Source: an optimization exercise on an open RTL-to-GDS flow (aim: small area and few clock cycles). Production flows keep margins and buffers that such runs may drop.
Only simulation tests tie the RTL to the original design; equivalence was not proved.
No activity file was given, so power comes from the tool's default toggle rates.

==> flow/design.v <==
module ste_spi_byte (
    input  wire       clk,
    input  wire       rst,
    input  wire       start,
    input  wire [7:0] tx,
    input  wire       miso,
    output reg        sck,
    output reg        mosi,
    output reg  [7:0] rx,
    output reg        done
);
    localparam S_IDLE = 2'd0;
    localparam S_RISE = 2'd1;
    localparam S_FALL = 2'd2;
    localparam S_DONE = 2'd3;
    reg [1:0] state;
    reg [7:0] shreg;
    reg [2:0] bitcnt;
    always @(posedge clk) begin
        if (rst) begin
            state  <= S_IDLE;
            sck    <= 1'b0;
            mosi   <= 1'b0;
            rx     <= 8'd0;
            shreg  <= 8'd0;
            bitcnt <= 3'd0;
            done   <= 1'b0;
        end else begin
            done <= 1'b0;
            case (state)
                S_IDLE: begin
                    if (start) begin
                        shreg  <= tx;
                        mosi   <= tx[7];
                        bitcnt <= 3'd0;
                        state  <= S_RISE;
                    end
                end
                S_RISE: begin
                    sck   <= 1'b1;
                    state <= S_FALL;
                end
                S_FALL: begin
                    sck    <= 1'b0;
                    rx     <= {rx[6:0], miso};
                    shreg  <= {shreg[6:0], 1'b0};
                    mosi   <= shreg[6];
                    bitcnt <= bitcnt + 3'd1;
                    if (bitcnt == 3'd7)
                        state <= S_DONE;
                    else
                        state <= S_RISE;
                end
                S_DONE: begin
                    done  <= 1'b1;
                    state <= S_IDLE;
                end
            endcase
        end
    end
endmodule
module vs1063_ste (
    input  wire        clk,
    input  wire        rst,
    input  wire        host_we,
    input  wire [3:0]  host_addr,
    input  wire [31:0] host_wdata,
    output reg  [31:0] host_rdata,
    output wire        busy,
    output reg  [11:0] src_addr,
    input  wire [7:0]  src_rdata,
    output reg  [11:0] srcw_addr,
    input  wire [15:0] srcw_rdata,
    output reg         dst_we,
    output reg  [11:0] dst_addr,
    output reg  [7:0]  dst_wdata,
    output reg         lines_oe,
    output reg         cs_cmd_n,
    output reg         cs_data_n,
    output reg         chip_rst_n,
    output wire        sck,
    output wire        mosi,
    input  wire        miso,
    input  wire        ready
);
    localparam [31:0] SRC_CAP  = 32'd4096;
    localparam [31:0] SRCW_CAP = 32'd4096;
    localparam [31:0] DST_CAP  = 32'd4096;
    localparam [7:0]  REG_CLOCKF   = 8'h03;
    localparam [7:0]  REG_WRAM     = 8'h06;
    localparam [7:0]  REG_WRAMADDR = 8'h07;
    localparam [7:0]  REG_AIADDR   = 8'h0A;
    localparam [7:0]  REG_VOL      = 8'h0B;
    localparam [15:0] INIT_CLOCKF  = 16'h6000;
    localparam [15:0] INIT_VOL     = 16'h2020;
    localparam [15:0] RESET_ASSERT_CYCLES  = 16'd256;
    localparam [15:0] RESET_RECOVER_CYCLES = 16'd1024;
    localparam [3:0] C_WAIT_READY = 4'h1;
    localparam [3:0] C_CTRL_WRITE = 4'h2;
    localparam [3:0] C_CTRL_READ  = 4'h3;
    localparam [3:0] C_STREAM_WR  = 4'h4;
    localparam [3:0] C_STREAM_RD  = 4'h5;
    localparam [3:0] C_RAM_WRITE  = 4'h6;
    localparam [3:0] C_RAM_READ   = 4'h7;
    localparam [3:0] C_SET_BITS   = 4'h8;
    localparam [3:0] C_CLR_BITS   = 4'h9;
    localparam [3:0] C_LOAD_PLUG  = 4'hA;
    localparam [3:0] C_LOAD_APP   = 4'hB;
    localparam [3:0] C_INIT       = 4'hC;
    localparam [3:0] E_OK          = 4'd0;
    localparam [3:0] E_INV_FORMAT  = 4'd2;
    localparam [3:0] E_OUT_OF_BND  = 4'd3;
    localparam [3:0] E_INV_ARG     = 4'd4;
    localparam [3:0] E_ILLEGAL     = 4'd5;
    localparam [3:0] E_NOT_INIT    = 4'd6;
    localparam [5:0] ST_IDLE      = 6'd0;
    localparam [5:0] ST_EXEC      = 6'd1;
    localparam [5:0] ST_DONE_OK   = 6'd2;
    localparam [5:0] ST_DONE_RES  = 6'd3;
    localparam [5:0] ST_DONE_RMW  = 6'd4;
    localparam [5:0] ST_F_GATE    = 6'd5;
    localparam [5:0] ST_F_CSLO    = 6'd6;
    localparam [5:0] ST_F_BYTE    = 6'd7;
    localparam [5:0] ST_F_WAIT    = 6'd8;
    localparam [5:0] ST_F_CSHI    = 6'd9;
    localparam [5:0] ST_WAITRDY   = 6'd10;
    localparam [5:0] ST_RAM2      = 6'd11;
    localparam [5:0] ST_RMW2      = 6'd12;
    localparam [5:0] ST_S_GATE    = 6'd13;
    localparam [5:0] ST_S_CSLO    = 6'd14;
    localparam [5:0] ST_S_CHK     = 6'd15;
    localparam [5:0] ST_S_RDY     = 6'd16;
    localparam [5:0] ST_S_WAIT    = 6'd17;
    localparam [5:0] ST_S_CSHI    = 6'd18;
    localparam [5:0] ST_R_ASSERT  = 6'd19;
    localparam [5:0] ST_R_RECOVER = 6'd20;
    localparam [5:0] ST_INIT2     = 6'd21;
    localparam [5:0] ST_P_REC     = 6'd22;
    localparam [5:0] ST_P_ADDR    = 6'd23;
    localparam [5:0] ST_P_HDR     = 6'd24;
    localparam [5:0] ST_P_VAL     = 6'd25;
    localparam [5:0] ST_P_DATA    = 6'd26;
    localparam [5:0] ST_P_LIT     = 6'd27;
    localparam [5:0] ST_P_NEXT    = 6'd28;
    localparam [5:0] ST_A_M0      = 6'd29;
    localparam [5:0] ST_A_M1      = 6'd30;
    localparam [5:0] ST_A_M2      = 6'd31;
    localparam [5:0] ST_A_REC     = 6'd32;
    localparam [5:0] ST_A_TYPE    = 6'd33;
    localparam [5:0] ST_A_LEN1    = 6'd34;
    localparam [5:0] ST_A_LEN2    = 6'd35;
    localparam [5:0] ST_A_ADR1    = 6'd36;
    localparam [5:0] ST_A_ADR2    = 6'd37;
    localparam [5:0] ST_A_DATA    = 6'd38;
    localparam [5:0] ST_A_D1      = 6'd39;
    localparam [5:0] ST_A_D2      = 6'd40;
    localparam [5:0] ST_A_NEXT    = 6'd41;
    localparam [5:0] ST_A_DONE_EXEC = 6'd42;
    reg [7:0]  arg_reg;
    reg [15:0] arg_a;
    reg [15:0] arg_b;
    reg [31:0] buf_len;
    reg [15:0] result;
    reg [31:0] xcount;
    reg [31:0] err_pos;
    reg        st_busy;
    reg        init_done;
    reg        ovr;
    reg [3:0]  err;
    reg        last_rdy;
    assign busy = st_busy;
    wire [7:0] status_byte = {err, 1'b0, ovr, init_done, st_busy};
    wire [7:0] lines_byte  = {3'b000, last_rdy,
                              lines_oe & ~chip_rst_n,
                              lines_oe & cs_data_n,
                              lines_oe & cs_cmd_n,
                              lines_oe};
    always @(*) begin
        case (host_addr)
            4'd1:    host_rdata = {24'd0, status_byte};
            4'd2:    host_rdata = {24'd0, arg_reg};
            4'd3:    host_rdata = {16'd0, arg_a};
            4'd4:    host_rdata = {16'd0, arg_b};
            4'd5:    host_rdata = buf_len;
            4'd6:    host_rdata = {16'd0, result};
            4'd7:    host_rdata = xcount;
            4'd8:    host_rdata = err_pos;
            4'd9:    host_rdata = {24'd0, lines_byte};
            default: host_rdata = 32'd0;
        endcase
    end
    reg [7:0]  l_cmd;
    reg [7:0]  l_reg;
    reg [15:0] l_a;
    reg [15:0] l_b;
    reg [31:0] l_len;
    reg [5:0]  state;
    reg [5:0]  ret_state;
    reg [31:0] cur;         
    reg [31:0] ptr;         
    reg [31:0] xc;          
    reg [15:0] rec_addr;
    reg [15:0] rec_hdr;
    reg [15:0] rec_cnt;
    reg [15:0] rec_val;
    reg [7:0]  rec_type;
    reg [15:0] rec_len;
    reg [15:0] rd16;
    reg [15:0] dly_cnt;
    reg        is_init;
    reg        fr_read;
    reg [7:0]  fr_reg;
    reg [15:0] fr_val;
    reg [1:0]  fr_idx;
    reg [7:0]  fr_hi;
    reg [7:0]  fr_lo;
    reg        spi_start;
    reg  [7:0] spi_tx;
    wire [7:0] spi_rx;
    wire       spi_done;
    ste_spi_byte u_spi (
        .clk   (clk),
        .rst   (rst),
        .start (spi_start),
        .tx    (spi_tx),
        .miso  (miso),
        .sck   (sck),
        .mosi  (mosi),
        .rx    (spi_rx),
        .done  (spi_done)
    );
    reg [7:0] frame_byte;
    always @(*) begin
        case (fr_idx)
            2'd0:    frame_byte = fr_read ? 8'h03 : 8'h02;
            2'd1:    frame_byte = fr_reg;
            2'd2:    frame_byte = fr_read ? 8'hFF : fr_val[15:8];
            default: frame_byte = fr_read ? 8'hFF : fr_val[7:0];
        endcase
    end
    wire [3:0] code      = l_cmd[3:0];
    wire       cmd_legal = (l_cmd[7:4] == 4'd0) && (code != 4'h0) &&
                           (code != 4'hE) && (code != 4'hF);
    wire       cmd_uses_buf = (code == C_STREAM_WR) || (code == C_STREAM_RD) ||
                              (code == C_LOAD_PLUG) || (code == C_LOAD_APP);
    reg  [31:0] cmd_cap;
    always @(*) begin
        case (code)
            C_STREAM_RD: cmd_cap = DST_CAP;
            C_LOAD_PLUG: cmd_cap = SRCW_CAP;
            default:     cmd_cap = SRC_CAP;
        endcase
    end
    wire [31:0] remain    = l_len - cur;             
    wire [31:0] hdr_count = {17'd0, srcw_rdata[14:0]};
    wire [31:0] rec_len32 = {16'd0, rec_len};
    always @(posedge clk) begin
        if (rst) begin
            arg_reg    <= 8'd0;
            arg_a      <= 16'd0;
            arg_b      <= 16'd0;
            buf_len    <= 32'd0;
            result     <= 16'd0;
            xcount     <= 32'd0;
            err_pos    <= 32'd0;
            st_busy    <= 1'b0;
            init_done  <= 1'b0;
            ovr        <= 1'b0;
            err        <= E_OK;
            last_rdy   <= 1'b0;
            lines_oe   <= 1'b0;
            cs_cmd_n   <= 1'b1;
            cs_data_n  <= 1'b1;
            chip_rst_n <= 1'b1;
            src_addr   <= 12'd0;
            srcw_addr  <= 12'd0;
            dst_we     <= 1'b0;
            dst_addr   <= 12'd0;
            dst_wdata  <= 8'd0;
            l_cmd      <= 8'd0;
            l_reg      <= 8'd0;
            l_a        <= 16'd0;
            l_b        <= 16'd0;
            l_len      <= 32'd0;
            state      <= ST_IDLE;
            ret_state  <= ST_IDLE;
            cur        <= 32'd0;
            ptr        <= 32'd0;
            xc         <= 32'd0;
            rec_addr   <= 16'd0;
            rec_hdr    <= 16'd0;
            rec_cnt    <= 16'd0;
            rec_val    <= 16'd0;
            rec_type   <= 8'd0;
            rec_len    <= 16'd0;
            rd16       <= 16'd0;
            dly_cnt    <= 16'd0;
            is_init    <= 1'b0;
            fr_read    <= 1'b0;
            fr_reg     <= 8'd0;
            fr_val     <= 16'd0;
            fr_idx     <= 2'd0;
            fr_hi      <= 8'd0;
            fr_lo      <= 8'd0;
            spi_start  <= 1'b0;
            spi_tx     <= 8'd0;
        end else begin
            spi_start <= 1'b0;
            dst_we    <= 1'b0;
            if (host_we) begin
                case (host_addr)
                    4'd0: begin
                        if (st_busy) begin
                            ovr <= 1'b1;
                        end else begin
                            st_busy <= 1'b1;
                            l_cmd   <= host_wdata[7:0];
                            l_reg   <= arg_reg;
                            l_a     <= arg_a;
                            l_b     <= arg_b;
                            l_len   <= buf_len;
                            state   <= ST_EXEC;
                        end
                    end
                    4'd2: arg_reg <= host_wdata[7:0];
                    4'd3: arg_a   <= host_wdata[15:0];
                    4'd4: arg_b   <= host_wdata[15:0];
                    4'd5: buf_len <= host_wdata;
                    default: ;
                endcase
            end
            case (state)
                ST_IDLE: ;
                ST_EXEC: begin
                    xc <= 32'd0;
                    if (!cmd_legal) begin
                        err     <= E_ILLEGAL;
                        err_pos <= 32'd0;
                        st_busy <= 1'b0;
                        state   <= ST_IDLE;
                    end else if (!init_done && code != C_INIT) begin
                        err     <= E_NOT_INIT;
                        err_pos <= 32'd0;
                        if (cmd_uses_buf)
                            xcount <= 32'd0;
                        st_busy <= 1'b0;
                        state   <= ST_IDLE;
                    end else if (cmd_uses_buf && l_len > cmd_cap) begin
                        err     <= E_INV_ARG;
                        err_pos <= 32'd0;
                        xcount  <= 32'd0;
                        st_busy <= 1'b0;
                        state   <= ST_IDLE;
                    end else begin
                        case (code)
                            C_WAIT_READY: state <= ST_WAITRDY;
                            C_CTRL_WRITE: begin
                                fr_read   <= 1'b0;
                                fr_reg    <= l_reg;
                                fr_val    <= l_a;
                                ret_state <= ST_DONE_OK;
                                state     <= ST_F_GATE;
                            end
                            C_CTRL_READ: begin
                                fr_read   <= 1'b1;
                                fr_reg    <= l_reg;
                                ret_state <= ST_DONE_RES;
                                state     <= ST_F_GATE;
                            end
                            C_STREAM_WR, C_STREAM_RD: state <= ST_S_GATE;
                            C_RAM_WRITE, C_RAM_READ: begin
                                fr_read   <= 1'b0;
                                fr_reg    <= REG_WRAMADDR;
                                fr_val    <= l_a;
                                ret_state <= ST_RAM2;
                                state     <= ST_F_GATE;
                            end
                            C_SET_BITS, C_CLR_BITS: begin
                                fr_read   <= 1'b1;
                                fr_reg    <= l_reg;
                                ret_state <= ST_RMW2;
                                state     <= ST_F_GATE;
                            end
                            C_LOAD_PLUG: begin
                                cur   <= 32'd0;
                                state <= ST_P_REC;
                            end
                            C_LOAD_APP: begin
                                if (l_len < 32'd3) begin
                                    err     <= E_INV_FORMAT;
                                    err_pos <= 32'd0;
                                    xcount  <= 32'd0;
                                    st_busy <= 1'b0;
                                    state   <= ST_IDLE;
                                end else begin
                                    src_addr <= 12'd0;
                                    state    <= ST_A_M0;
                                end
                            end
                            C_INIT: begin
                                lines_oe   <= 1'b1;
                                cs_cmd_n   <= 1'b1;
                                cs_data_n  <= 1'b1;
                                chip_rst_n <= 1'b0;
                                init_done  <= 1'b1;
                                is_init    <= 1'b1;
                                dly_cnt    <= 16'd0;
                                state      <= ST_R_ASSERT;
                            end
                            default: begin  
                                chip_rst_n <= 1'b0;
                                is_init    <= 1'b0;
                                dly_cnt    <= 16'd0;
                                state      <= ST_R_ASSERT;
                            end
                        endcase
                    end
                end
                ST_DONE_OK: begin
                    err     <= E_OK;
                    err_pos <= 32'd0;
                    st_busy <= 1'b0;
                    state   <= ST_IDLE;
                end
                ST_DONE_RES: begin
                    err     <= E_OK;
                    err_pos <= 32'd0;
                    result  <= {fr_hi, fr_lo};
                    st_busy <= 1'b0;
                    state   <= ST_IDLE;
                end
                ST_DONE_RMW: begin
                    err     <= E_OK;
                    err_pos <= 32'd0;
                    result  <= rd16;
                    st_busy <= 1'b0;
                    state   <= ST_IDLE;
                end
                ST_F_GATE: begin
                    last_rdy <= ready;
                    if (ready)
                        state <= ST_F_CSLO;
                end
                ST_F_CSLO: begin
                    cs_cmd_n <= 1'b0;
                    fr_idx   <= 2'd0;
                    state    <= ST_F_BYTE;
                end
                ST_F_BYTE: begin
                    spi_tx    <= frame_byte;
                    spi_start <= 1'b1;
                    state     <= ST_F_WAIT;
                end
                ST_F_WAIT: begin
                    if (spi_done) begin
                        if (fr_idx == 2'd2) fr_hi <= spi_rx;
                        if (fr_idx == 2'd3) fr_lo <= spi_rx;
                        fr_idx <= fr_idx + 2'd1;
                        if (fr_idx == 2'd3)
                            state <= ST_F_CSHI;
                        else
                            state <= ST_F_BYTE;
                    end
                end
                ST_F_CSHI: begin
                    cs_cmd_n <= 1'b1;
                    state    <= ret_state;
                end
                ST_WAITRDY: begin
                    last_rdy <= ready;
                    if (ready)
                        state <= ST_DONE_OK;
                end
                ST_RAM2: begin
                    fr_reg <= REG_WRAM;
                    fr_val <= l_b;
                    if (code == C_RAM_READ) begin
                        fr_read   <= 1'b1;
                        ret_state <= ST_DONE_RES;
                    end else begin
                        fr_read   <= 1'b0;
                        ret_state <= ST_DONE_OK;
                    end
                    state <= ST_F_GATE;
                end
                ST_RMW2: begin
                    if (code == C_SET_BITS) begin
                        rd16   <= {fr_hi, fr_lo} | l_a;
                        fr_val <= {fr_hi, fr_lo} | l_a;
                    end else begin
                        rd16   <= {fr_hi, fr_lo} & ~l_a;
                        fr_val <= {fr_hi, fr_lo} & ~l_a;
                    end
                    fr_read   <= 1'b0;
                    fr_reg    <= l_reg;
                    ret_state <= ST_DONE_RMW;
                    state     <= ST_F_GATE;
                end
                ST_S_GATE: begin
                    last_rdy <= ready;
                    if (ready)
                        state <= ST_S_CSLO;
                end
                ST_S_CSLO: begin
                    cs_data_n <= 1'b0;
                    state     <= ST_S_CHK;
                end
                ST_S_CHK: begin
                    src_addr <= xc[11:0];
                    if (xc < l_len)
                        state <= ST_S_RDY;
                    else
                        state <= ST_S_CSHI;
                end
                ST_S_RDY: begin
                    last_rdy <= ready;
                    if (!ready) begin
                        state <= ST_S_CSHI;
                    end else begin
                        spi_tx    <= (code == C_STREAM_WR) ? src_rdata : 8'hFF;
                        spi_start <= 1'b1;
                        state     <= ST_S_WAIT;
                    end
                end
                ST_S_WAIT: begin
                    if (spi_done) begin
                        if (code == C_STREAM_RD) begin
                            dst_we    <= 1'b1;
                            dst_addr  <= xc[11:0];
                            dst_wdata <= spi_rx;
                        end
                        xc    <= xc + 32'd1;
                        state <= ST_S_CHK;
                    end
                end
                ST_S_CSHI: begin
                    cs_data_n <= 1'b1;
                    err       <= E_OK;
                    err_pos   <= 32'd0;
                    xcount    <= xc;
                    st_busy   <= 1'b0;
                    state     <= ST_IDLE;
                end
                ST_R_ASSERT: begin
                    dly_cnt <= dly_cnt + 16'd1;
                    if (dly_cnt == RESET_ASSERT_CYCLES - 16'd1) begin
                        chip_rst_n <= 1'b1;
                        dly_cnt    <= 16'd0;
                        state      <= ST_R_RECOVER;
                    end
                end
                ST_R_RECOVER: begin
                    dly_cnt <= dly_cnt + 16'd1;
                    if (dly_cnt == RESET_RECOVER_CYCLES - 16'd1) begin
                        if (is_init) begin
                            fr_read   <= 1'b0;
                            fr_reg    <= REG_CLOCKF;
                            fr_val    <= INIT_CLOCKF;
                            ret_state <= ST_INIT2;
                            state     <= ST_F_GATE;
                        end else begin
                            state <= ST_DONE_OK;
                        end
                    end
                end
                ST_INIT2: begin
                    fr_read   <= 1'b0;
                    fr_reg    <= REG_VOL;
                    fr_val    <= INIT_VOL;
                    ret_state <= ST_DONE_OK;
                    state     <= ST_F_GATE;
                end
                ST_P_REC: begin
                    if (cur >= l_len) begin
                        err     <= E_OK;
                        err_pos <= 32'd0;
                        xcount  <= xc;
                        st_busy <= 1'b0;
                        state   <= ST_IDLE;
                    end else if (remain < 32'd2) begin
                        err     <= E_OUT_OF_BND;
                        err_pos <= cur;
                        xcount  <= xc;
                        st_busy <= 1'b0;
                        state   <= ST_IDLE;
                    end else begin
                        srcw_addr <= cur[11:0];
                        state     <= ST_P_ADDR;
                    end
                end
                ST_P_ADDR: begin
                    rec_addr  <= srcw_rdata;
                    srcw_addr <= cur[11:0] + 12'd1;
                    state     <= ST_P_HDR;
                end
                ST_P_HDR: begin
                    rec_hdr <= srcw_rdata;
                    if (srcw_rdata[15]) begin
                        rec_cnt <= {1'b0, srcw_rdata[14:0]};
                        if (remain < 32'd3) begin
                            err     <= E_OUT_OF_BND;
                            err_pos <= cur;
                            xcount  <= xc;
                            st_busy <= 1'b0;
                            state   <= ST_IDLE;
                        end else begin
                            srcw_addr <= cur[11:0] + 12'd2;
                            state     <= ST_P_VAL;
                        end
                    end else begin
                        rec_cnt <= srcw_rdata;
                        if (remain < 32'd2 + hdr_count) begin
                            err     <= E_OUT_OF_BND;
                            err_pos <= cur;
                            xcount  <= xc;
                            st_busy <= 1'b0;
                            state   <= ST_IDLE;
                        end else begin
                            ptr       <= cur + 32'd2;
                            fr_read   <= 1'b0;
                            fr_reg    <= REG_WRAMADDR;
                            fr_val    <= rec_addr;
                            ret_state <= ST_P_DATA;
                            state     <= ST_F_GATE;
                        end
                    end
                end
                ST_P_VAL: begin
                    rec_val   <= srcw_rdata;
                    fr_read   <= 1'b0;
                    fr_reg    <= REG_WRAMADDR;
                    fr_val    <= rec_addr;
                    ret_state <= ST_P_DATA;
                    state     <= ST_F_GATE;
                end
                ST_P_DATA: begin
                    if (rec_cnt == 16'd0) begin
                        if (rec_hdr[15])
                            cur <= cur + 32'd3;
                        else
                            cur <= cur + 32'd2 + {16'd0, rec_hdr};
                        state <= ST_P_REC;
                    end else if (rec_hdr[15]) begin
                        fr_read   <= 1'b0;
                        fr_reg    <= REG_WRAM;
                        fr_val    <= rec_val;
                        ret_state <= ST_P_NEXT;
                        state     <= ST_F_GATE;
                    end else begin
                        srcw_addr <= ptr[11:0];
                        state     <= ST_P_LIT;
                    end
                end
                ST_P_LIT: begin
                    fr_read   <= 1'b0;
                    fr_reg    <= REG_WRAM;
                    fr_val    <= srcw_rdata;
                    ret_state <= ST_P_NEXT;
                    state     <= ST_F_GATE;
                end
                ST_P_NEXT: begin
                    xc      <= xc + 32'd1;
                    rec_cnt <= rec_cnt - 16'd1;
                    ptr     <= ptr + 32'd1;
                    state   <= ST_P_DATA;
                end
                ST_A_M0: begin
                    if (src_rdata != 8'h50) begin
                        err     <= E_INV_FORMAT;
                        err_pos <= 32'd0;
                        xcount  <= xc;
                        st_busy <= 1'b0;
                        state   <= ST_IDLE;
                    end else begin
                        src_addr <= 12'd1;
                        state    <= ST_A_M1;
                    end
                end
                ST_A_M1: begin
                    if (src_rdata != 8'h26) begin
                        err     <= E_INV_FORMAT;
                        err_pos <= 32'd0;
                        xcount  <= xc;
                        st_busy <= 1'b0;
                        state   <= ST_IDLE;
                    end else begin
                        src_addr <= 12'd2;
                        state    <= ST_A_M2;
                    end
                end
                ST_A_M2: begin
                    if (src_rdata != 8'h48) begin
                        err     <= E_INV_FORMAT;
                        err_pos <= 32'd0;
                        xcount  <= xc;
                        st_busy <= 1'b0;
                        state   <= ST_IDLE;
                    end else begin
                        cur   <= 32'd3;
                        state <= ST_A_REC;
                    end
                end
                ST_A_REC: begin
                    if (cur >= l_len) begin
                        err     <= E_OK;
                        err_pos <= 32'd0;
                        xcount  <= xc;
                        st_busy <= 1'b0;
                        state   <= ST_IDLE;
                    end else begin
                        src_addr <= cur[11:0];
                        state    <= ST_A_TYPE;
                    end
                end
                ST_A_TYPE: begin
                    rec_type <= src_rdata;
                    if (src_rdata > 8'd3) begin
                        err     <= E_INV_FORMAT;
                        err_pos <= cur;
                        xcount  <= xc;
                        st_busy <= 1'b0;
                        state   <= ST_IDLE;
                    end else if (remain < 32'd5) begin
                        err     <= E_OUT_OF_BND;
                        err_pos <= cur;
                        xcount  <= xc;
                        st_busy <= 1'b0;
                        state   <= ST_IDLE;
                    end else begin
                        src_addr <= cur[11:0] + 12'd1;
                        state    <= ST_A_LEN1;
                    end
                end
                ST_A_LEN1: begin
                    rec_len[15:8] <= src_rdata;
                    src_addr      <= cur[11:0] + 12'd2;
                    state         <= ST_A_LEN2;
                end
                ST_A_LEN2: begin
                    rec_len[7:0] <= src_rdata;
                    src_addr     <= cur[11:0] + 12'd3;
                    state        <= ST_A_ADR1;
                end
                ST_A_ADR1: begin
                    rec_addr[15:8] <= src_rdata;
                    src_addr       <= cur[11:0] + 12'd4;
                    state          <= ST_A_ADR2;
                end
                ST_A_ADR2: begin
                    rec_addr[7:0] <= src_rdata;
                    if (rec_type == 8'd3) begin
                        fr_read   <= 1'b0;
                        fr_reg    <= REG_AIADDR;
                        fr_val    <= {rec_addr[15:8], src_rdata};
                        ret_state <= ST_A_DONE_EXEC;
                        state     <= ST_F_GATE;
                    end else if (remain - 32'd5 < rec_len32) begin
                        err     <= E_OUT_OF_BND;
                        err_pos <= cur;
                        xcount  <= xc;
                        st_busy <= 1'b0;
                        state   <= ST_IDLE;
                    end else begin
                        rec_cnt   <= {1'b0, rec_len[15:1]};
                        ptr       <= cur + 32'd5;
                        fr_read   <= 1'b0;
                        fr_reg    <= REG_WRAMADDR;
                        fr_val    <= {rec_addr[15:8], src_rdata};
                        ret_state <= ST_A_DATA;
                        state     <= ST_F_GATE;
                    end
                end
                ST_A_DATA: begin
                    if (rec_cnt == 16'd0) begin
                        cur   <= cur + 32'd5 + rec_len32;
                        state <= ST_A_REC;
                    end else begin
                        src_addr <= ptr[11:0];
                        state    <= ST_A_D1;
                    end
                end
                ST_A_D1: begin
                    rec_val[15:8] <= src_rdata;
                    src_addr      <= ptr[11:0] + 12'd1;
                    state         <= ST_A_D2;
                end
                ST_A_D2: begin
                    rec_val[7:0] <= src_rdata;
                    fr_read      <= 1'b0;
                    fr_reg       <= REG_WRAM;
                    fr_val       <= {rec_val[15:8], src_rdata};
                    ret_state    <= ST_A_NEXT;
                    state        <= ST_F_GATE;
                end
                ST_A_NEXT: begin
                    xc      <= xc + 32'd1;
                    rec_cnt <= rec_cnt - 16'd1;
                    ptr     <= ptr + 32'd2;
                    state   <= ST_A_DATA;
                end
                ST_A_DONE_EXEC: begin
                    err     <= E_OK;
                    err_pos <= 32'd0;
                    xcount  <= xc;
                    st_busy <= 1'b0;
                    state   <= ST_IDLE;
                end
                default: state <= ST_IDLE;
            endcase
        end
    end
endmodule
==> flow/run.sh <==
#!/bin/bash
# synth_recipe.tcl (not shown) runs the flow's synth.tcl, then flattens the netlist and writes it again
# the make line also repeats each setting of config.mk as NAME=value (left out here)
make -C /OpenROAD-flow-scripts/flow DESIGN_CONFIG=/design/flow/config.mk WORK_HOME=/design/flow/orfs CLKGATE_MAP_FILE= SYNTH_SCRIPT=/design/flow/synth_recipe.tcl finish
==> flow/config.mk <==
export PLATFORM = sky130hd
export DESIGN_NAME = vs1063_ste
export DESIGN_NICKNAME = vs1063_ste
export VERILOG_FILES = /design/flow/design.v
export SDC_FILE = /design/flow/constraint.sdc
export NUM_CORES = 4
export LEC_CHECK = 0
export CAP_MARGIN = 20
export CORE_MARGIN = 2
export CORE_UTILIZATION = 40
export SLEW_MARGIN = 20
==> flow/constraint.sdc <==
create_clock -name core_clock -period 10.0 [get_ports {clk}]
set_input_delay 2.0000 -clock core_clock [delete_from_list [all_inputs] [get_ports {clk}]]
set_output_delay 2.0000 -clock core_clock [all_outputs]
set_load 0.01 [all_outputs]
==> key figures <==
Synth
  • Ys Warns: 2
  • Async set or reset register ratio after synthesis: 0%
  • Mapped Cells: 4906
  • #FFs+latches synth: 571
  • Library cells used by synthesis: 97
  • Syn_area_per_cell: 7.30 um2
  • Cell area after synthesis: 35800 um2
  • Syn nets: 5121
  • Register area share after synthesis: 31.9%
  • Post-synth EDFFs: 0
  • Ys flop type: dfxtp_1

CTS
  • Reg clk slew, reported paths: 0.06 ns
  • Worst-skew pair later-pin latency: 0.65 ns
  • CTS tree: yes
  • Clk buf depth: 3
  • Clock sinks: 571
  • Root Buffer: clkbuf_16
  • Num CTS Buffers: 68
  • H-tree Lvls: 3
  • CTS resizes: 0
  • Post-CTS setup buffers: 0
  • Cts hold-fix bufs: 0

Floorplanning
  • IO Pins: 149
  • Initial Util: 40.5%
  • Chip Height: 303 um
  • # rows: 109
  • Die width: 303 um
  • Total core area: 88500 um2
  • Die area: 92000 um2

Route
  • Vias: 38200
  • Initial DRT Pass Iterations: 10
  • WL per Instance: 27.0 um
  • Routed wire length: 164000 um
  • DR DRC count: 0
  • Routed vias/inst: 6.30
  • Routed Antenna Nets: 0
  • DRT iter0 DRCs: 5292

Run
  • Max cap viols: 0

Final layout
  • Final-layout fill cell count: 9045
  • Share of layout cells above drive strength 1: 5.48%
  • Final instance count without filler cells: 6056
  • Fin nets: 5057
  • Layout area overhead: 12.7%

Worst hold path
  • HP Class: flip-flop to flip-flop

STA
  • Final hold slack: 0.449 ns
  • Final setup fails: 0
  • Worst slew pin tran: 1.18 ns
  • Tmin final: 7.61 ns
  • RSZ-0062 raised after global routing: false
  • Final Hold Viols: 0
  • Fmax: 131 MHz
  • Skew final: 0.0375 ns
  • Setup TNS: 0 ns
  • Worst slew margin: 21.2%
  • Tcrit/Tclk final: 76.1%
  • Max Slew Vio Count: 0

Placement
  • IO Port Bufs: 148
  • GP Congestion: 1.05
  • Dpl hpwl: 120000 um
  • Cells after DPL: 5936

Setup path
  • Crit Path Class: flip-flop to flip-flop
  • CP peak stage delay: 0.76 ns
  • Crit-path max FO: 64
  • Worst EP required: 10.56 ns
  • Slowest-stage cell, CP: dfxtp_1
  • CP most frequent cell: o2111ai_1
  • CP Launch Type: flip-flop
  • Critical path cell sequence: inv_1, fa_1, a21o_1, a221oi_2, xnor2_1, o21bai_4, nor4_4, nand4b_1, nor2_1, xor2_1, ha_1, and3_1, a31oi_1, o2111ai_1, nor4_1, o211a_1, o2111ai_1, o21ai_1, nand4b_4, or2_2, a21oi_1
  • Crit end category: flip-flop
  • Critical path arrival: 8.18 ns

GRT
  • Initial antenna violation count: 5
  • Total grt overflow: 0
  • Largest net degree at the start of global routing: 150
  • First-pass GRT wire length: 236000 um
  • Vias in the first global route: 34600
  • Tot GR Track Use: 34.5%

Power and ir drop
  • Pleak: 13.7 nW
  • VDD IR max: 0.000126 V
  • Pwr dens: 129 nW/um2

Outcome
  • Status: complete, no violations
## per-stage QoR
step	utilization (%)	setup WS, ns	power, W	area (um2)
final	45.6	2.39	0.00521	40400
after global routing	45.6	1.90	0.00535	40400
after CTS	45.6	2.46	0.00523	40400
after detailed placement	43.0	2.50	0.00265	38100
after global placement	43.0	2.72	0.00265	38100
after floorplan	-	4.47	0.00253	35800
## logic make-up (layout without fill, tap and decap cells)
| kind of cell | Yosys count | after routing | synth area share (%) |
|---|---|---|---|
| other | 0 | 2 | 0 |
| flip-flops | 571 | 571 | 31.9 |
| multiplexers | 62 | 62 | 1.75 |
| XOR/XNOR | 222 | 222 | 5.43 |
| AO/OA/AOI/OAI | 1414 | 1414 | 25.3 |
| AND/OR/NAND/NOR | 1970 | 1970 | 24.7 |
| buffers and inverters | 515 | 498 | 5.58 |
| adder cells (fa/ha/maj) | 152 | 152 | 5.36 |
## cell usage after synthesis (30+ instances only)
master,instances,area share [%]
nand2_1,872,9.1
dfxtp_1,571,32
a21oi_1,560,7.8
nor2_1,450,4.7
clkbuf_1,325,3.4
o21ai_0,210,2.9
nand3_1,170,2.4
ha_1,147,5.1
inv_1,145,1.5
xnor2_1,144,3.5
nor3_1,105,1.5
a22oi_1,84,1.8
xor2_1,78,1.9
a211oi_1,69,1.4
a221oi_1,61,1.5
nand4_1,58,1.0
mux2i_1,57,1.6
o22ai_1,47,0.82
a21o_1,44,0.92
nand2b_1,43,0.75
and3_1,41,0.72
a222oi_1,38,1.1
a311oi_1,37,0.90
or3_1,34,0.59
nor2b_1,32,0.56
nor4_1,31,0.54
o221ai_1,31,0.76
a31oi_1,30,0.52
## final timing paths
check / depth (start not counted) / end / start / slack [ns]
max reg2reg: 21 / xcount[31]$_SDFFE_PP0P_ / cur[1]$_SDFFE_PP0P_ / 2.39
min: 2 / u_spi.shreg[0]$_SDFFE_PP0P_ / u_spi.shreg[0]$_SDFFE_PP0P_ / 0.45
min reg2reg: 2 / u_spi.shreg[0]$_SDFFE_PP0P_ / u_spi.shreg[0]$_SDFFE_PP0P_ / 0.45
max: 21 / xcount[31]$_SDFFE_PP0P_ / cur[1]$_SDFFE_PP0P_ / 2.39
## power by group
part / total [W] / internal [W] / switching (W)
registers: 0.00231 / 0.00230 / 0.0000166
clock network: 0.00259 / 0.00151 / 0.00109
logic: 0.000302 / 0.0000931 / 0.000209
## routing by layer
metal  track usage, %  share of wire, %  vias to the layer above
met5                0                 0                        -
met4             18.5               6.3                        0
met3             6.59               9.9                      427
met2             51.2                42                     2063
met1             47.1                42                    18300
li1                 -                 -                    17400
## cell type report
type / count / area, um2 / share of cell area, %
multi-input cells: 3820 / 22500 / 55.7
clock inverters: 30 / 395 / 0.979
repair buffers: 231 / 2130 / 5.27
clock buffers: 87 / 1890 / 4.69
well taps: 1165 / 1460 / 3.61
flip-flops and latches: 571 / 11400 / 28.3
diodes: 2 / 5.00 / 0.0124
inverters: 150 / 563 / 1.39
## cell usage in the layout (no fill, tap or decap), types with 58 or more instances in the layout
master and instances:
nand2_1 872, dfxtp_1 571, a21oi_1 556, nor2_1 438, o21ai_0 209, nand3_1 170, clkdlybuf4s50_1 147, ha_1 146
inv_1 144, xnor2_1 144, nor3_1 98, a22oi_1 84, buf_4 81, xor2_1 78, a211oi_1 69, clkbuf_16 69
a221oi_1 61, nand4_1 58
## worst max-delay path: cells and delay by family, from the launching register on
family / cells / cell delay (ns)
xor+xnor: 2 / 0.42
compound gates: 9 / 2.30
buf+inv: 1 / 0.41
flops: 1 / 0.76
simple gates: 7 / 2.66
fa+ha+maj: 2 / 0.88
Testbench counts, summed over its fixed seeds: cycles 828,975.

[re-timing with driven ports]
No port has a modelled driver above. Below, the same layout with a new extraction and two added sets of constraints. Step 1, drivers: a clkbuf_16 drives clk and a buf_2 each remaining input, both assumed. Step 2 times the ports against the registers' clock, not the clock port: input delays grow and output delays shrink by t, the midpoint of the rising clock arrivals with the driver on. Three values: ideal, step 1, step 2; two values: the first two.
t (ns): 0.699
setup WS [ns]: 2.387 / 2.387 / 2.387
worst slew at a driven data input, ns: 0.07
After both steps this run still meets setup and hold. The setup slack of this run moves by 0.000 ns with the drivers and by 0.000 ns with both steps.
